Source: an optimization exercise on an open RTL-to-GDS flow (aim: small area, a short achievable clock period and few clock cycles). Production flows keep margins and buffers that such runs may drop.
At most, simulation tests tie the RTL to the original design; equivalence was not proved.
Power figures rest on the tool's default switching activity, not on a simulated workload.

==> juniper <==
Design pfpp_engine, start of the top module:
module pfpp_engine (
    input  wire         clk,
    input  wire         rst,
    input  wire         cmd_valid,
    input  wire [63:0]  cmd_word,
    output wire         busy,
    output reg  [3:0]   err,
    output wire [31:0]  result,
    output reg  [127:0] dirty,
    input  wire         cfg_coalesce,
    input  wire [31:0]  cfg_opc,        
    input  wire [15:0]  cfg_nopb,       
    input  wire [2:0]   cfg_rowlen,
    input  wire [2:0]   cfg_endlen,
    input  wire [12:0]  cfg_src_len,    
    input  wire [8:0]   cfg_pal_len,    
    output wire [6:0]   fb_addr,
    output wire         fb_we,
    output wire [127:0] fb_wdata,
    input  wire [127:0] fb_rdata,
    output wire [11:0]  src_addr,
    input  wire [7:0]   src_rdata,
    output wire [7:0]   pal_addr,
    input  wire [23:0]  pal_rdata,
    output reg          bus_req,
    output reg  [1:0]   bus_kind,
    output reg  [7:0]   bus_byte,
    input  wire         bus_done,
    input  wire         bus_err
);
Settings: LEC_CHECK=0, CAP_MARGIN=20, CORE_MARGIN=2, CORE_UTILIZATION=40, SETUP_SLACK_MARGIN=5, SLEW_MARGIN=20; clock period 10.0 ns.
run.sh (not shown) runs the stock make flow with config.mk's settings and CLKGATE_MAP_FILE= SYNTH_SCRIPT=/design/flow/synth_recipe.tcl, a recipe that flattens the netlist after the stock synthesis.
==> inputs of delta, as changes to juniper <==
--- a/flow/design.v
+++ b/flow/design.v
@@ -62,19 +62,20 @@
     reg         col;
     reg [2:0]   fl;            
     reg [7:0]   xl, xr;        
     reg [7:0]   rrow;          
     reg [7:0]   rend;          
-    reg [23:0]  fe;            
+    reg [15:0]  fe;            
+    reg         fhi;           
     reg         gA, gB, gC, gD;
     reg [6:0]   fa_r;
     reg         we_r;
     reg [127:0] rb;
     reg         isrd, rdv, full, zap;
     reg [6:0]   wrow;
     reg         v1, v2, v3, v4, v5, v6;
-    reg         pcr, pbad;     
+    reg         pcr, pbad, palerr, rbad;     
     reg [2:0]   boff_d;
     reg [7:0]   pa_r;
     reg [23:0]  palreg;
     reg [23:0]  ma, mb;
     reg         mnz;
@@ -85,10 +86,12 @@
     reg [2:0]   tcnt;
     reg         tfail, tmore;
     reg [6:0]   bs;
     reg [6:0]   pe_r;          
     reg         pany_r, more_r;
+    reg         dq_we, dq_val, dq_bulk, rlast;
+    reg [6:0]   dq_addr;
     assign busy     = busy_r;
     assign result   = {16'd0, res};
     assign fb_addr  = fa_r;
     assign fb_we    = we_r;
     assign fb_wdata = rb;
@@ -682,11 +685,11 @@
         pany = pa6[0] | pa6[1];
         pe   = pa6[0] ? {1'b0, pi6[5:0]} : {1'b1, pi6[11:6]};
     end
     wire isblit  = (op == OP_BLIT);
     wire israst  = (op == OP_POINT) || (op == OP_HLINE) || (op == OP_VLINE) || (op == OP_FILL);
-    wire gE      = |fe;
+    wire gE      = fhi | (|fe);
     wire gfl     = |fl;
     reg  rsvd_bad;
     always @(*) begin
         case (op)
             OP_NOP, OP_CLEAR, OP_FLUSH: rsvd_bad = gE | gD | gC | gB | gA | gfl | col;
@@ -700,17 +703,16 @@
     end
     wire rast_bad  = (xl > xr) || xr[7] || xl[7] || (rrow > rend) || rend[7] || rrow[7];
     wire blit_bad  = xl[7] || rrow[7] || (({1'b0, xl} + {1'b0, rend}) > 9'd128);
     wire bounds_bad = (israst && rast_bad) || (isblit && blit_bad) || ((op == OP_GLA) && xl[7]);
     wire align_bad = isblit && bpp8 && (fe[2:0] != 3'd0);
-    wire [16:0] blit_end = {2'b0, fe[14:0]} + (bpp8 ? {6'd0, rend, 3'd0} : {9'd0, rend});
-    wire range_bad = isblit && ((|fe[23:15]) || (blit_end > {1'b0, cfg_src_len, 3'd0}));
+    wire rng_bad = fhi || (fe > {cfg_src_len, 3'd0});
+    wire [16:0] fe_n = {1'b0, fe} + (bpp8 ? 17'd8 : 17'd1);
     wire [3:0] ccode = (op > OP_XFORM) ? E_ILLEGAL :
                        rsvd_bad        ? E_RSVD :
                        bounds_bad      ? E_BOUNDS :
-                       align_bad       ? E_ALIGN :
-                       range_bad       ? E_SRCRANGE : E_OK;
+                       align_bad       ? E_ALIGN : E_OK;
     wire [2:0] bsel = srclsb ? boff_d : ~boff_d;
     wire [7:0] idx  = bpp8 ? src_rdata : {7'd0, src_rdata[bsel]};
     wire       pal_bad = {1'b0, pa_r} >= cfg_pal_len;
     always @(posedge clk) begin
         for (c = 0; c < 128; c = c + 1)
@@ -737,32 +739,16 @@
     always @(posedge clk) begin
         pe_r   <= pe;
         pany_r <= pany;
         more_r <= more;
     end
-    reg        dwe, dval, dbulk, dbv;
-    always @(*) begin
-        dwe = 1'b0; dval = 1'b1; dbulk = 1'b0; dbv = 1'b0;
-        case (1'b1)
-            state[I_RAST]: dwe = we_r;
-            state[I_BLIT]: dwe = we_r;
-            state[I_BUS]:  begin dwe = (tt == T_UPD) && (ph == P_DATA); dval = 1'b0; end
-            state[I_REST]: dwe = 1'b1;
-            state[I_CLRW]: begin dbulk = (fa_r == 7'd127); dbv = tfail; end
-            default: ;
-        endcase
-    end
-    wire [6:0] daddr = (state[I_RAST]) ? wrow : rrow[6:0];
+    wire dforce = rst | dq_bulk;
+    wire dd     = ~rst & (dq_bulk ? tfail : dq_val);
     integer r;
     always @(posedge clk) begin
-        if (rst)
-            dirty <= 128'd0;
-        else if (dbulk)
-            dirty <= {128{dbv}};
-        else
-            for (r = 0; r < 128; r = r + 1)
-                if (dwe && daddr == r) dirty[r] <= dval;
+        for (r = 0; r < 128; r = r + 1)
+            if (dforce || (dq_we && dq_addr == r)) dirty[r] <= dd;
     end
     always @(posedge clk) begin
         if (rst) begin
             state   <= S_IDLE;
             busy_r  <= 1'b0;
@@ -772,12 +758,14 @@
             we_r    <= 1'b0;
             zap     <= 1'b0;
             rdv     <= 1'b0;
             v1 <= 1'b0; v2 <= 1'b0; v3 <= 1'b0; v4 <= 1'b0; v5 <= 1'b0; v6 <= 1'b0;
             pbad <= 1'b0;
+            dq_we <= 1'b0; dq_bulk <= 1'b0;
         end else begin
             zap <= 1'b0;
+            dq_we <= 1'b0; dq_bulk <= 1'b0;
             rdv <= isrd;
             v2 <= v1; v3 <= v2; v4 <= v3; v5 <= v4; v6 <= v5;
             pbad <= v2 && pal_bad;
             case (1'b1)
                 state[I_IDLE]: begin
@@ -800,11 +788,12 @@
                     case (cmd_word[3:0])
                         OP_POINT: rend <= cmd_word[23:16];
                         OP_FILL:  rend <= cmd_word[39:32];
                         default:  rend <= cmd_word[31:24];
                     endcase
-                    fe   <= cmd_word[63:40];
+                    fe   <= cmd_word[55:40];
+                    fhi  <= |cmd_word[63:56];
                     gA   <= |cmd_word[15:8];
                     gB   <= |cmd_word[23:16];
                     gC   <= |cmd_word[31:24];
                     gD   <= |cmd_word[39:32];
                     isrd <= 1'b1;
@@ -848,13 +837,16 @@
                                     rrow <= rrow_i; fa_r <= rrow_i[6:0]; isrd <= 1'b1;
                                 end
                                 state <= S_RAST;
                             end
                             OP_BLIT: begin
-                                v1   <= 1'b1;
-                                fe   <= fe + (bpp8 ? 24'd8 : 24'd1);
-                                rend <= rend - 8'd1;
+                                palerr <= 1'b0;
+                                if (rend != 8'd0) begin
+                                    v1   <= 1'b1;
+                                    fe   <= fe_n[15:0]; fhi <= fhi | fe_n[16];
+                                    rend <= rend - 8'd1;
+                                end
                                 state <= S_BLIT;
                             end
                             OP_QUANT: state <= S_QNT;
                             OP_GLA: begin
                                 if (xl[7]) begin
@@ -893,51 +885,61 @@
                     end else if ((we_r || !full_n) && !rdone) begin
                         rrow <= rrow_i; fa_r <= rrow_i[6:0];
                         isrd <= 1'b1; we_r <= 1'b0;
                     end else if (full_n) begin
                         fa_r <= wrow_n; we_r <= 1'b1; isrd <= 1'b0;
+                        dq_we <= 1'b1; dq_addr <= wrow_n; dq_val <= 1'b1;
                     end else begin
                         we_r <= 1'b0; isrd <= 1'b0;
                     end
                 end
                 state[I_BLIT]: begin
                     fst <= 1'b0;
                     if (rend != 8'd0) begin
                         v1   <= 1'b1;
-                        fe   <= fe + (bpp8 ? 24'd8 : 24'd1);
+                        fe   <= fe_n[15:0]; fhi <= fhi | fe_n[16];
                         rend <= rend - 8'd1;
                     end else begin
                         v1 <= 1'b0;
                     end
                     if (v6) begin
                         xl <= xl + 8'd1;
                         xr <= xl + 8'd1;
                     end
+                    rbad   <= rng_bad;
+                    palerr <= palerr | pbad;
                     if (fst && (code != E_OK || bz)) begin
                         v1 <= 1'b0; v2 <= 1'b0; v3 <= 1'b0; v4 <= 1'b0; v5 <= 1'b0; v6 <= 1'b0;
-                        err <= code; state <= S_IDLE; busy_r <= 1'b0;
+                        err <= (code != E_OK) ? code : (rng_bad ? E_SRCRANGE : E_OK);
+                        state <= S_IDLE; busy_r <= 1'b0;
                     end else if (we_r) begin
                         we_r <= 1'b0;
                         err <= E_OK; state <= S_IDLE; busy_r <= 1'b0;
-                    end else if (pbad) begin
+                    end else if (v3 && !v2 && (rbad || palerr || pbad)) begin
                         v1 <= 1'b0; v2 <= 1'b0; v3 <= 1'b0; v4 <= 1'b0; v5 <= 1'b0; v6 <= 1'b0;
-                        err <= E_PALRANGE; state <= S_IDLE; busy_r <= 1'b0;
+                        err <= rbad ? E_SRCRANGE : E_PALRANGE;
+                        state <= S_IDLE; busy_r <= 1'b0;
                     end else if (v6 && !v5) begin
                         we_r <= 1'b1;
+                        dq_we <= 1'b1; dq_addr <= rrow[6:0]; dq_val <= 1'b1;
                     end
                 end
                 state[I_CLRW]: begin
                     fa_r <= fa_r + 7'd1;
+                    dq_bulk <= (fa_r == 7'd126);
                     if (fa_r == 7'd127) begin
                         we_r <= 1'b0;
                         err <= code; state <= S_IDLE; busy_r <= 1'b0;
                     end
                 end
                 state[I_REST]: begin
-                    rrow <= rrow - 8'd1;
-                    if (rrow[6:0] == bs) begin
+                    if (rlast) begin
                         err <= E_BUS; state <= S_IDLE; busy_r <= 1'b0;
+                    end else begin
+                        dq_we <= 1'b1; dq_addr <= rrow[6:0]; dq_val <= 1'b1;
+                        rrow <= rrow - 8'd1;
+                        rlast <= (rrow[6:0] == bs);
                     end
                 end
                 state[I_BUS]: begin
                     if (bus_done) begin
                         if (ph == P_DEASSERT) begin
@@ -955,10 +957,11 @@
                                     state <= S_IDLE; busy_r <= 1'b0;
                                 end
                                 default: begin
                                     if (tfail | bus_err) begin
                                         bus_req <= 1'b0;
+                                        rlast <= 1'b0;
                                         state <= S_REST;
                                     end else begin
                                         tt <= pany_r ? T_UPD : T_NOP;
                                         rrow <= {1'b0, pe_r}; fa_r <= pe_r; bs <= pe_r;
                                         tfail <= 1'b0;
@@ -987,10 +990,11 @@
                                 P_SECOND: begin
                                     ph <= P_DEASSERT; bus_kind <= K_DEASSERT;
                                 end
                                 P_ADDR: begin
                                     ph <= P_DATA; tk <= 4'd0;
+                                    dq_we <= 1'b1; dq_addr <= rrow[6:0]; dq_val <= 1'b0;
                                     bus_byte <= ~rev8(fbyte0);
                                 end
                                 P_DATA: begin
                                     if (tk != 4'd15) begin
                                         tk <= tk + 4'd1;
==> flow/flow/run.sh (new file) <==
#!/bin/bash
set -euo pipefail
MARGIN=$(cat flow/margin.txt)
PORTBUF=$(cat flow/portbuf.txt)
bash standard.sh SETUP_SLACK_MARGIN=$MARGIN "BUFFER_PORTS_ARGS=-buffer_cell $PORTBUF" finish > layout_make.log 2>&1
==> flow/flow/margin.txt (new file) <==
6.6
==> flow/flow/portbuf.txt (new file) <==
sky130_fd_sc_hd__buf_1
==> flow/standard.sh (new file) <==
#!/bin/bash
# synth_recipe.tcl (not shown) runs the flow's synth.tcl, then flattens the netlist and writes it again
# the make line also repeats each setting of config.mk as NAME=value (left out here)
make -C /OpenROAD-flow-scripts/flow DESIGN_CONFIG=/design/flow/config.mk WORK_HOME=/design/flow/orfs CLKGATE_MAP_FILE= SYNTH_SCRIPT=/design/flow/synth_recipe.tcl "${@:-finish}"
CORE_UTILIZATION = 55   (was 40)
CTS_BUF_LIST = sky130_fd_sc_hd__clkbuf_8   (was unset)
removed: flow/run.sh
==> qor summary <==
Worst Tran Pin Value: juniper 1.130 ns; delta 1.160 ns
Share of the synthesized netlist area taken by xor and xnor gates: juniper 2.588%; delta 2.233%
Multi-input logic area: juniper 20370 um2; delta 18460 um2
Power drawn by the clock network: juniper 2.20 mW; delta 1.90 mW
Clock skew after layout: juniper 0.02127 ns; delta 0.03098 ns
Number of placed instances, taps included: juniper 5340; delta 4585
Post-detailed-route wirelength per cell: juniper 25.39 um; delta 26.19 um
Run status: juniper finished clean; delta finished clean
Storage element area: juniper 12640 um2; delta 14120 um2
Clock sinks: juniper 507; delta 513
Length of routed wiring on met1: juniper 57700 um; delta 45880 um
Synth Area in Simple Gates: juniper 16.38%; delta 15.03%
Cell-internal power: juniper 4.583 mW; delta 4.318 mW
Power per Cell Area: juniper 156.8 nW/um2; delta 167.0 nW/um2
Core Area: juniper 86620 um2; delta 60470 um2
Testbench counts of delta, summed over its fixed seeds: cycles 443,746.
The RTL of juniper was laid out without a check of its function.

==> port drivers added, routing unchanged <==
The flow's constraints put no driver on any port. The routed layouts listed below were extracted and timed again, unchanged, in two steps.
Step 1 sets driving cells, clkbuf_16 on the clock port and buf_2 on the other inputs (assumed; they add their load-dependent delay and slew).
Step 2 adds t to the input delays and takes it off the output delays; t is the mean of the earliest and latest rising clock arrival at the registers after step 1. Input paths then give back, and output paths get back, about the clock's delay inside the block.
Slacks: no drivers / after step 1 / after step 2; pairs: no drivers / after step 1.
| run | t (ns) | setup WS [ns] | slew at the worst register clock pin (ns) |
|---|---|---|---|
| juniper | 0.706 | 5.401 / 5.401 / 5.068 | 0.07 / 0.07 |
| delta | 0.754 | 6.566 / 6.532 / 5.861 | 0.07 / 0.07 |
After both steps every run listed still meets setup and hold. The setup slack of delta, which loses most, moves by -0.034 ns with the drivers and by -0.705 ns with both steps.
